Source: an optimization exercise on an open RTL-to-GDS flow (aim: small area, a short achievable clock period and few clock cycles). Production flows keep margins and buffers that such runs may drop. Only simulation tests tie the RTL to the original design; equivalence was not proved. No activity file was given, so power comes from the tool's default toggle rates.

==> flow/design.v (excerpt) <==
module autd3_cpu (
    input  wire        clk,
    input  wire        rst,
    input  wire        frame_valid,
    input  wire        tick_valid,
    output reg         evt_ready,
    output reg  [6:0]  hdr_addr,
    input  wire [7:0]  hdr_data,
    output reg  [7:0]  bulk_addr,
    input  wire [15:0] bulk_data,
    output reg         bus_valid,
    output reg         bus_we,
    output reg  [2:0]  bus_bank,
    output reg  [13:0] bus_addr,
    output reg  [15:0] bus_wdata,
    input  wire        bus_ready,
    input  wire [15:0] bus_rdata,
    input  wire [63:0] dc_now,
    input  wire [63:0] dc_next_start,
    input  wire [63:0] dc_period,
    output reg  [15:0] tx_ack
);
export LEC_CHECK = 0
export CAP_MARGIN = 20
export CORE_MARGIN = 2
export CORE_UTILIZATION = 40
export PLACE_DENSITY = 0.6
export SETUP_SLACK_MARGIN = 5
export SLEW_MARGIN = 20
create_clock -name core_clock -period 9.0 [get_ports {clk}]
standard.sh (not shown) runs the stock make flow with config.mk's settings and CLKGATE_MAP_FILE= SYNTH_SCRIPT=/design/flow/synth_recipe.tcl, a recipe that flattens the netlist after the stock synthesis.
==> flow/flow/run.sh <==
#!/bin/bash
# Standard layout, with the port buffers made from sky130_fd_sc_hd__buf_1
# instead of the delay cell buffer_ports picks by default, and timing repair
# aiming at a setup slack of 5.75 ns.
set -euo pipefail
bash standard.sh "BUFFER_PORTS_ARGS=-buffer_cell sky130_fd_sc_hd__buf_1" SETUP_SLACK_MARGIN=5.75 finish > standard_flow.log 2>&1
Testbench counts at the start, summed over its fixed seeds: cycles 64,321.
Then changed:
==> flow/flow/run.sh (replaced) <==
#!/bin/bash
# Standard layout, with the port buffers made from sky130_fd_sc_hd__buf_1
# instead of the delay cell buffer_ports picks by default, and timing repair
# aiming at a setup slack of 6.2 ns.
set -euo pipefail
bash standard.sh "BUFFER_PORTS_ARGS=-buffer_cell sky130_fd_sc_hd__buf_1" SETUP_SLACK_MARGIN=6.2 finish > standard_flow.log 2>&1
=>
- sequential power stays flat
- clock-buffer cell count climbs by 7
- die area is unchanged
- total power climbs by 12%
- routed wire length climbs by 7.3%
- cell count climbs by 4.0%
- flip-flop and latch count stays the same
- setup slack is better by 58 ps
- synthesized cell count is unchanged
- non-clock buffer count climbs by 127
- utilization climbs by 5.5 points
Then changed:
==> flow/run.sh (new file) <==
#!/bin/bash
# synth_recipe.tcl (not shown) runs the flow's synth.tcl, then flattens the netlist and writes it again
# the make line also repeats each setting of config.mk as NAME=value (left out here)
make -C /OpenROAD-flow-scripts/flow DESIGN_CONFIG=/design/flow/config.mk WORK_HOME=/design/flow/orfs CLKGATE_MAP_FILE= SYNTH_SCRIPT=/design/flow/synth_recipe.tcl finish
removed: flow/flow/run.sh
removed: flow/standard.sh
- sequential power barely changes
- worst setup slack gets worse by 650 ps
- worst hold slack gets worse by 5.1 ps
- clock-buffer cell count went up by 1
- wire length went down by about 5%
- area after synthesis stays the same
- die area stays the same
- sequential share of layout area went up by 1.7 points


## old
Another version of the RTL of autd3_cpu (not shown whole).
Size in the first run: ~2000 cells after synthesis, ~300 I/O pins, ~19000 µm² of cells after synthesis.
Design autd3_cpu, start of the top module:
module autd3_cpu (
    input  wire        clk,
    input  wire        rst,
    input  wire        frame_valid,
    input  wire        tick_valid,
    output wire        evt_ready,
    output reg  [6:0]  hdr_addr,
    input  wire [7:0]  hdr_data,
    output reg  [7:0]  bulk_addr,
    input  wire [15:0] bulk_data,
    output reg         bus_valid,
    output reg         bus_we,
    output reg  [2:0]  bus_bank,
    output reg  [13:0] bus_addr,
    output reg  [15:0] bus_wdata,
    input  wire        bus_ready,
    input  wire [15:0] bus_rdata,
    input  wire [63:0] dc_now,
    input  wire [63:0] dc_next_start,
    input  wire [63:0] dc_period,
    output reg  [15:0] tx_ack
);
==> flow/config.mk <==
export PLATFORM = sky130hd
export DESIGN_NAME = autd3_cpu
export DESIGN_NICKNAME = autd3_cpu
export VERILOG_FILES = /design/flow/design.v
export SDC_FILE = /design/flow/constraint.sdc
export NUM_CORES = 4
export LEC_CHECK = 0
export CAP_MARGIN = 20
export CORE_MARGIN = 2
export CORE_UTILIZATION = 55
export CTS_BUF_LIST = sky130_fd_sc_hd__clkbuf_8
export CTS_CLUSTER_SIZE = 25
export PLACE_DENSITY = 0.7
export SETUP_SLACK_MARGIN = 5
export SLEW_MARGIN = 20
==> flow/constraint.sdc <==
create_clock -name core_clock -period 9.0 [get_ports {clk}]
set_input_delay 1.8000 -clock core_clock [delete_from_list [all_inputs] [get_ports {clk}]]
set_output_delay 1.8000 -clock core_clock [all_outputs]
set_load 0.01 [all_outputs]
==> flow/flow/run.sh <==
#!/bin/bash
# Standard layout, with the port buffers made from sky130_fd_sc_hd__buf_1
# instead of the delay cell buffer_ports picks by default, and timing repair
# aiming at a setup slack of 5.8 ns.
set -euo pipefail
bash standard.sh "BUFFER_PORTS_ARGS=-buffer_cell sky130_fd_sc_hd__buf_1" SETUP_SLACK_MARGIN=5.8 finish > standard_flow.log 2>&1
old | stages: all done | timing, DRC, antenna: all pass
Testbench counts of old, summed over its fixed seeds: cycles 64,257.
Setup changes, old to new
==> flow/flow/run.sh <==
#!/bin/bash
# Standard layout, with the port buffers made from sky130_fd_sc_hd__buf_1
# instead of the delay cell buffer_ports picks by default, and timing repair
# aiming at a setup slack of 5.9 ns.
set -euo pipefail
bash standard.sh "BUFFER_PORTS_ARGS=-buffer_cell sky130_fd_sc_hd__buf_1" SETUP_SLACK_MARGIN=5.9 finish > standard_flow.log 2>&1
==> results.txt <==
Endpoint of the most critical setup path: bus_valid$_SDFF_PP0_ -> old, c_p[0]$_SDFFE_PN0P_ -> new. Going from old to new, half-perimeter wire length after placement moved down, total design power moved up, cell count after placement level, critical path depth moved up.

## static timing again, ports no longer ideal
How much do the figures lean on ideal ports? The routed layouts below were timed once more, with nothing changed but the port constraints.
Step 1 (the two cells are an assumption about what drives the block):
set clk [get_ports {clk}]
set_driving_cell -lib_cell sky130_fd_sc_hd__clkbuf_16 $clk
set_driving_cell -lib_cell sky130_fd_sc_hd__buf_2 [delete_from_list [all_inputs] $clk]
Step 2 moves the port delays by t, midway between the first and last clock arrival at a register: inputs arrive t later, outputs are due t later. That takes back most of the time a late clock gives input paths.
Three values: no drivers, after step 1, after step 2; two values: the first two.
run | shift t [ns] | slack for setup (ns) | worst setup path after step 2
the first run of note 1 | 0.632 | 5.630 / 5.630 / 5.201 | input to register
the second run of note 1 | 0.628 | 5.687 / 5.687 / 5.269 | input to register
the third run of note 1 | 0.632 | 5.040 / 5.040 / 4.476 | input to register
old | 0.673 | 5.817 / 5.782 / 5.127 | input to register
new | 0.667 | 5.772 / 5.772 / 5.120 | input to register
After both steps setup and hold are still met in every run listed. The setup slack of old, which loses most, moves by -0.035 ns with the drivers and by -0.690 ns with both steps.
